What follows belongs to an exercise in optimizing a design on an open flow for small area, a short achievable clock period and few clock cycles per item; a production flow would make more cautious choices. In this exercise RTL edits were held to simulation tests only and were not proved equivalent to the original.

==> flow/design.v <==
module aq_exec (
    input  wire        clk,
    input  wire        rst,
    input  wire        in_valid,
    output wire        in_ready,
    input  wire [31:0] in_insn,
    input  wire [31:0] in_a,       
    input  wire [31:0] in_b,       
    output wire        out_valid,
    input  wire        out_ready,
    output wire [3:0]  out_rd,
    output wire        out_we,
    output wire [31:0] out_result,
    output wire [1:0]  out_fault   
);
    localparam K_ADD = 0, K_SUB = 1, K_XOR = 2, K_OR = 3, K_AND = 4, K_SHR = 5,
               K_SHL = 6, K_LUI = 7, K_MUL = 8, K_DIV = 9;
    integer i;
    wire [5:0]  op   = in_insn[31:26];
    wire [4:0]  rs3  = in_insn[25:21];
    wire [4:0]  rs1  = in_insn[20:16];
    wire [4:0]  rs2  = in_insn[15:11];
    wire [31:0] imm  = {{16{in_insn[15]}}, in_insn[15:0]};
    wire is_rfmt = (op >= 6'd2 && op <= 6'd8) || op == 6'd30 || op == 6'd31;
    wire is_gfmt = (op >= 6'd9 && op <= 6'd13);
    wire is_lui  = (op == 6'd26);
    reg legal;
    always @(*) begin
        if (is_rfmt)      legal = !rs3[4] && !rs1[4] && !rs2[4];
        else if (is_gfmt) legal = !rs3[4] && !rs1[4];
        else if (is_lui)  legal = !rs3[4];
        else              legal = 1'b0;
    end
    wire is_div = (op == 6'd31);
    wire is_mul = (op == 6'd30);
    wire b_zero = (in_b == 32'd0);
    wire [1:0] fault_in = !legal ? 2'd2 : (is_div && b_zero) ? 2'd1 : 2'd0;
    wire [31:0] sa = in_a ^ {32{in_a[31]}};
    wire [31:0] sb = in_b ^ {32{in_b[31]}};
    reg  [5:0]  clz_a, clz_b;
    always @(*) begin
        clz_a = 6'd32;
        for (i = 0; i < 32; i = i + 1) if (sa[i]) clz_a = 6'd31 - i;
        clz_b = 6'd32;
        for (i = 0; i < 32; i = i + 1) if (sb[i]) clz_b = 6'd31 - i;
    end
    reg  [31:0] sm_a;
    always @(*) begin
        sm_a = sa;
        for (i = 30; i >= 0; i = i - 1) sm_a[i] = sm_a[i] | sm_a[i+1];
    end
    wire [31:0] lim_a  = in_a[31] ? {sm_a[30:0], 1'b1} : sm_a;
    wire        q_zero = |(sb & ~lim_a);
    wire a7  = (sa[30:7]  == 24'd0), b7  = (sb[30:7]  == 24'd0);
    wire a15 = (sa[30:15] == 16'd0), b15 = (sb[30:15] == 16'd0);
    wire a23 = (sa[30:23] == 8'd0),  b23 = (sb[30:23] == 8'd0);
    wire swap = is_mul && ((a7 && !b7) || (a15 && !b15) || (a23 && !b23));
    wire m_one = swap ? a7 : b7;        
    reg [9:0] kind_in;
    always @(*) begin
        kind_in = 10'd0;
        case (op)
            6'd2, 6'd9:   kind_in[K_ADD] = 1'b1;
            6'd3, 6'd10:  kind_in[K_SUB] = 1'b1;
            6'd4, 6'd11:  kind_in[K_XOR] = 1'b1;
            6'd5, 6'd12:  kind_in[K_OR]  = 1'b1;
            6'd6, 6'd13:  kind_in[K_AND] = 1'b1;
            6'd7:         kind_in[K_SHR] = 1'b1;
            6'd8:         kind_in[K_SHL] = 1'b1;
            6'd26:        kind_in[K_LUI] = 1'b1;
            6'd30:        kind_in[K_MUL] = 1'b1;
            6'd31:        if (!q_zero) kind_in[K_DIV] = 1'b1;  
            default: ;
        endcase
    end
    wire sel_i = is_gfmt;
    wire sel_l = is_lui;
    wire sel_b = !swap && !is_gfmt && !is_lui;
    wire [31:0] a_in = ({32{swap}} & in_b) | ({32{!swap}} & in_a);
    wire [31:0] b_in = ({32{swap}} & in_a) | ({32{sel_i}} & imm) |
                       ({32{sel_l}} & {imm[19:0], 12'd0}) | ({32{sel_b}} & in_b);
    reg        v1;
    reg [9:0]  k1;
    reg [3:0]  rd1;
    reg        we1;
    reg [1:0]  f1;
    reg [31:0] a1;           
    reg [33:0] b1;           
    reg [4:0]  cnt1;         
    reg [5:0]  ca1, cb1;     
    reg        ph1;          
    reg        al1;          
    reg        bm1;          
    reg        neg1;         
    reg        bn1;          
    reg        blk1;         
    reg        q2f;          
    reg        v2;
    reg [31:0] x2, y2;
    reg        c2;
    reg [3:0]  rd2;
    reg        we2;
    reg [1:0]  f2;
    wire s2_go     = v2 && out_ready;
    wire s2_free   = q2f || out_ready;
    wire s1_go     = v1 && s2_free;
    assign in_ready = !v1 || (!blk1 && s2_free);
    wire accept    = in_valid && in_ready;
    wire d_last  = (cnt1 == 5'd0);
    wire m_last  = (b1[31:7] == {25{b1[31]}});
    wire s1_last = k1[K_DIV] ? (al1 && d_last) : k1[K_MUL] ? m_last : 1'b1;
    wire [31:0] a_mag = (a1 ^ {32{a1[31]}}) + {31'd0, a1[31]};
    wire [6:0]  s_raw = {1'b0, cb1} - {1'b0, ca1} + {6'd0, a1[31]};
    wire [4:0]  dsh   = s_raw[5] ? 5'd31 : s_raw[4:0];       
    reg  [31:0] a_rev;
    always @(*) for (i = 0; i < 32; i = i + 1) a_rev[i] = a1[31-i];
    wire        sh_div = k1[K_DIV];
    wire [33:0] sh_src = sh_div ? b1 : {2'b0, k1[K_SHR] ? a_rev : a1};
    wire [4:0]  sh_amt = sh_div ? cnt1 : b1[4:0];
    wire [33:0] sh_out = sh_src << sh_amt;
    reg  [31:0] sh_rev;
    always @(*) for (i = 0; i < 32; i = i + 1) sh_rev[i] = sh_out[31-i];
    wire [33:0] dd   = {2'b0, a1} + b1 + {33'd0, !bn1};
    wire        qb   = !dd[33];
    wire [31:0] rr   = qb ? dd[31:0] : a1;
    wire [31:0] q_nx = {x2[30:0], qb};
    reg  [127:0] ppf;
    reg  [31:0]  ppr;
    reg  [3:0]   bneg;
    reg  [2:0]   bg;
    reg  [32:0]  am;
    always @(*) begin
        for (i = 0; i < 4; i = i + 1) begin
            bg = {b1[2*i+1], b1[2*i], (i == 0) ? bm1 : b1[2*i-1]};
            case (bg)
                3'b001, 3'b010: am = {1'b0, a1};
                3'b011:         am = {a1, 1'b0};
                3'b100:         am = ~{a1, 1'b0};
                3'b101, 3'b110: am = ~{1'b0, a1};
                3'b111:         am = ~33'd0;
                default:        am = 33'd0;
            endcase
            bneg[i] = bg[2];
            ppr = am[31:0] << (2 * i);
            if (i > 0) ppr[2*i-2] = bneg[i-1];
            ppf[32*i +: 32] = ppr;
        end
    end
    function [63:0] csa(input [31:0] x, input [31:0] y, input [31:0] z);
        reg [31:0] s, c;
        begin
            s = x ^ y ^ z;
            c = (x & y) | (x & z) | (y & z);
            csa = {c[30:0], 1'b0, s};
        end
    endfunction
    wire [31:0] xa = ph1 ? x2 : 32'd0;
    wire [31:0] ya = ph1 ? y2 : 32'd0;
    wire [63:0] m1a = csa(ppf[31:0], ppf[63:32], ppf[95:64]);
    wire [63:0] m1b = csa(ppf[127:96], xa, ya);
    wire [63:0] m2a = csa(m1a[31:0], m1a[63:32], m1b[31:0]);
    wire [63:0] m3a = csa(m2a[31:0], m2a[63:32], m1b[63:32]);
    wire [63:0] m4a = csa(m3a[31:0], m3a[63:32], {25'd0, bneg[3], 6'd0});
    reg [31:0] x_nx, y_nx;
    reg        c_nx;
    always @(*) begin
        x_nx = 32'd0; y_nx = 32'd0; c_nx = 1'b0;
        if (k1[K_ADD]) begin x_nx = a1; y_nx = b1[31:0]; end
        if (k1[K_SUB]) begin x_nx = a1; y_nx = ~b1[31:0]; c_nx = 1'b1; end
        if (k1[K_XOR]) x_nx = a1 ^ b1[31:0];
        if (k1[K_OR])  x_nx = a1 | b1[31:0];
        if (k1[K_AND]) x_nx = a1 & b1[31:0];
        if (k1[K_SHR]) x_nx = sh_rev;
        if (k1[K_SHL]) x_nx = sh_out[31:0];
        if (k1[K_LUI]) x_nx = b1[31:0];
        if (k1[K_MUL]) begin x_nx = m4a[31:0]; y_nx = m4a[63:32]; end
        if (k1[K_DIV]) begin
            x_nx = al1 ? q_nx ^ {32{neg1 & d_last}} : 32'd0;
            c_nx = neg1;
        end
    end
    wire [32:0] sum = {x2, 1'b1} + {y2, c2};
    assign out_valid  = v2;
    assign out_result = sum[32:1];
    assign out_rd     = rd2;
    assign out_we     = we2;
    assign out_fault  = f2;
    wire v1_n   = accept || (v1 && !(s1_go && s1_last));
    wire v2_n   = s1_go ? s1_last : (v2 && !s2_go);
    reg  blk1_n;
    always @(*) begin
        blk1_n = blk1;
        if (accept)
            blk1_n = kind_in[K_DIV] || (kind_in[K_MUL] && !(a7 || b7));
        else if (s1_go && s1_last)
            blk1_n = 1'b0;
        else if (s1_go && k1[K_DIV])
            blk1_n = !ph1 || (al1 ? (cnt1 != 5'd1) : (cnt1 != 5'd0));
        else if (s1_go && k1[K_MUL])
            blk1_n = !(b1[31:15] == {17{b1[31]}});
    end
    always @(posedge clk) begin
        if (rst) begin
            v1 <= 1'b0; blk1 <= 1'b0; q2f <= 1'b1;
            v2 <= 1'b0;
        end else begin
            v1 <= v1_n;
            v2 <= v2_n;
            blk1 <= blk1_n;
            q2f  <= !v2_n;
        end
    end
    wire en1 = !v1 || s2_free;                  
    wire it1 = v1 && !s1_last;                  
    always @(posedge clk) begin
        if (s2_free) begin
            x2 <= x_nx; y2 <= y_nx; c2 <= c_nx;
            rd2 <= rd1; we2 <= we1; f2 <= f1;
        end
        if (en1) begin
            if (!it1) begin
                k1   <= kind_in;
                rd1  <= rs3[3:0];
                we1  <= (fault_in == 2'd0) && (rs3[3:0] != 4'd0);
                f1   <= fault_in;
                a1   <= a_in;
                b1   <= {{2{b_in[31]}}, b_in};
                ca1  <= clz_a;
                cb1  <= clz_b;
                ph1  <= 1'b0;
                al1  <= 1'b0;
                bm1  <= 1'b0;
                neg1 <= in_a[31] ^ in_b[31];
                bn1  <= in_b[31];
            end else if (k1[K_DIV] && !ph1) begin
                a1   <= a_mag;
                cnt1 <= dsh;
                ph1  <= 1'b1;
            end else if (k1[K_DIV] && !al1) begin
                b1   <= sh_out ^ {34{!bn1}};
                al1  <= 1'b1;
            end else if (k1[K_DIV]) begin
                a1   <= rr;
                b1   <= {1'b1, b1[33:1]};
                cnt1 <= cnt1 - 5'd1;
            end else begin
                a1   <= {a1[23:0], 8'd0};
                b1   <= {{8{b1[33]}}, b1[33:8]};
                bm1  <= b1[7];
                ph1  <= 1'b1;
            end
        end
    end
endmodule
Settings: LEC_CHECK=0, ABC_AREA=1, CAP_MARGIN=20, CORE_MARGIN=2, CORE_UTILIZATION=40, SETUP_SLACK_MARGIN=5, SLEW_MARGIN=20; clock period 10.0 ns.
run.sh (not shown) runs the stock make flow with config.mk's settings and CLKGATE_MAP_FILE= SYNTH_SCRIPT=/design/flow/synth_recipe.tcl, a recipe that flattens the netlist after the stock synthesis.
Testbench counts at the start, summed over its fixed seeds: cycles 24,835, items 16,000.
Then changed:
--- a/flow/design.v
+++ b/flow/design.v
@@ -6,12 +6,12 @@
     input  wire [31:0] in_insn,
     input  wire [31:0] in_a,       
     input  wire [31:0] in_b,       
-    output wire        out_valid,
+    output reg         out_valid,
     input  wire        out_ready,
-    output wire [3:0]  out_rd,
-    output wire        out_we,
-    output wire [31:0] out_result,
-    output wire [1:0]  out_fault   
+    output reg  [3:0]  out_rd,
+    output reg         out_we,
+    output reg  [31:0] out_result,
+    output reg  [1:0]  out_fault   
 );
     localparam K_ADD = 0, K_SUB = 1, K_XOR = 2, K_OR = 3, K_AND = 4, K_SHR = 5,
                K_SHL = 6, K_LUI = 7, K_MUL = 8, K_DIV = 9;
@@ -44,6 +44,8 @@
         clz_b = 6'd32;
         for (i = 0; i < 32; i = i + 1) if (sb[i]) clz_b = 6'd31 - i;
     end
+    wire [6:0]  s_raw = {1'b0, clz_b} - {1'b0, clz_a} + {6'd0, in_a[31]};
+    wire [4:0]  dsh   = s_raw[5] ? 5'd31 : s_raw[4:0];
     reg  [31:0] sm_a;
     always @(*) begin
         sm_a = sa;
@@ -87,9 +89,7 @@
     reg [31:0] a1;           
     reg [33:0] b1;           
     reg [4:0]  cnt1;         
-    reg [5:0]  ca1, cb1;     
     reg        ph1;          
-    reg        al1;          
     reg        bm1;          
     reg        neg1;         
     reg        bn1;          
@@ -101,17 +101,16 @@
     reg [3:0]  rd2;
     reg        we2;
     reg [1:0]  f2;
-    wire s2_go     = v2 && out_ready;
+    wire head_free = !out_valid || out_ready;
+    wire s2_go     = v2 && head_free;
     wire s2_free   = q2f || out_ready;
     wire s1_go     = v1 && s2_free;
     assign in_ready = !v1 || (!blk1 && s2_free);
     wire accept    = in_valid && in_ready;
     wire d_last  = (cnt1 == 5'd0);
     wire m_last  = (b1[31:7] == {25{b1[31]}});
-    wire s1_last = k1[K_DIV] ? (al1 && d_last) : k1[K_MUL] ? m_last : 1'b1;
+    wire s1_last = k1[K_DIV] ? (ph1 && d_last) : k1[K_MUL] ? m_last : 1'b1;
     wire [31:0] a_mag = (a1 ^ {32{a1[31]}}) + {31'd0, a1[31]};
-    wire [6:0]  s_raw = {1'b0, cb1} - {1'b0, ca1} + {6'd0, a1[31]};
-    wire [4:0]  dsh   = s_raw[5] ? 5'd31 : s_raw[4:0];       
     reg  [31:0] a_rev;
     always @(*) for (i = 0; i < 32; i = i + 1) a_rev[i] = a1[31-i];
     wire        sh_div = k1[K_DIV];
@@ -175,18 +174,14 @@
         if (k1[K_LUI]) x_nx = b1[31:0];
         if (k1[K_MUL]) begin x_nx = m4a[31:0]; y_nx = m4a[63:32]; end
         if (k1[K_DIV]) begin
-            x_nx = al1 ? q_nx ^ {32{neg1 & d_last}} : 32'd0;
+            x_nx = ph1 ? q_nx ^ {32{neg1 & d_last}} : 32'd0;
             c_nx = neg1;
         end
     end
     wire [32:0] sum = {x2, 1'b1} + {y2, c2};
-    assign out_valid  = v2;
-    assign out_result = sum[32:1];
-    assign out_rd     = rd2;
-    assign out_we     = we2;
-    assign out_fault  = f2;
     wire v1_n   = accept || (v1 && !(s1_go && s1_last));
     wire v2_n   = s1_go ? s1_last : (v2 && !s2_go);
+    wire v3_n   = head_free ? s2_go : 1'b1;
     reg  blk1_n;
     always @(*) begin
         blk1_n = blk1;
@@ -195,7 +190,7 @@
         else if (s1_go && s1_last)
             blk1_n = 1'b0;
         else if (s1_go && k1[K_DIV])
-            blk1_n = !ph1 || (al1 ? (cnt1 != 5'd1) : (cnt1 != 5'd0));
+            blk1_n = ph1 ? (cnt1 != 5'd1) : (cnt1 != 5'd0);
         else if (s1_go && k1[K_MUL])
             blk1_n = !(b1[31:15] == {17{b1[31]}});
     end
@@ -203,16 +198,22 @@
         if (rst) begin
             v1 <= 1'b0; blk1 <= 1'b0; q2f <= 1'b1;
             v2 <= 1'b0;
+            out_valid <= 1'b0;
         end else begin
             v1 <= v1_n;
             v2 <= v2_n;
+            out_valid <= v3_n;
             blk1 <= blk1_n;
-            q2f  <= !v2_n;
+            q2f  <= !v2_n || !v3_n;
         end
     end
     wire en1 = !v1 || s2_free;                  
+    wire en3 = head_free;
     wire it1 = v1 && !s1_last;                  
     always @(posedge clk) begin
+        if (en3) begin
+            out_result <= sum[32:1]; out_rd <= rd2; out_we <= we2; out_fault <= f2;
+        end
         if (s2_free) begin
             x2 <= x_nx; y2 <= y_nx; c2 <= c_nx;
             rd2 <= rd1; we2 <= we1; f2 <= f1;
@@ -225,20 +226,15 @@
                 f1   <= fault_in;
                 a1   <= a_in;
                 b1   <= {{2{b_in[31]}}, b_in};
-                ca1  <= clz_a;
-                cb1  <= clz_b;
+                cnt1 <= dsh;
                 ph1  <= 1'b0;
-                al1  <= 1'b0;
                 bm1  <= 1'b0;
                 neg1 <= in_a[31] ^ in_b[31];
                 bn1  <= in_b[31];
             end else if (k1[K_DIV] && !ph1) begin
                 a1   <= a_mag;
-                cnt1 <= dsh;
+                b1   <= sh_out ^ {34{!bn1}};
                 ph1  <= 1'b1;
-            end else if (k1[K_DIV] && !al1) begin
-                b1   <= sh_out ^ {34{!bn1}};
-                al1  <= 1'b1;
             end else if (k1[K_DIV]) begin
                 a1   <= rr;
                 b1   <= {1'b1, b1[33:1]};
Flip-flop and latch count goes up by 27.
Routed wire length stays flat.
Non-clock buffer count goes down by 21.
Sequential share of layout area goes up by 2.1 points.
Setup slack gains 0.20 ns.
Final area goes up by a few percent.
Cell count goes down slightly.
Die area goes up by a few percent.
Synthesized area goes up by a few percent.
Critical path depth goes up by 7.
Global-route usage goes down by 0.48 points.
Testbench counts after the change, summed over its fixed seeds: cycles 24,381, items 16,000.

static timing again, ports no longer ideal:
The results above use ideal ports. As a check the final layouts listed here were re-extracted and re-timed, cells and wires unchanged. Step 1 assumes that a clkbuf_16 drives the clock port and a buf_2 every other input. Step 2 adds t to the input delays and takes it off the output delays; t is the mean of the earliest and latest rising clock arrival at the registers after step 1. Input paths then give back, and output paths get back, about the clock's delay inside the block. a / b / c = ideal ports / drivers / drivers and shift; a / b = the first two.
| run | t (ns) | setup slack, ns | slew at the worst register clock pin (ns) | worst slew at a driven data input, ns |
|---|---|---|---|---|
| the first run | 0.577 | 4.515 / 4.450 / 4.541 | 0.10 / 0.10 | 0.06 |
| the second run | 0.649 | 4.710 / 4.748 / 4.099 | 0.08 / 0.08 | 0.07 |
After both steps every run listed still meets setup and hold. The setup slack of the second run, which loses most, moves by +0.038 ns with the drivers and by -0.611 ns with both steps.
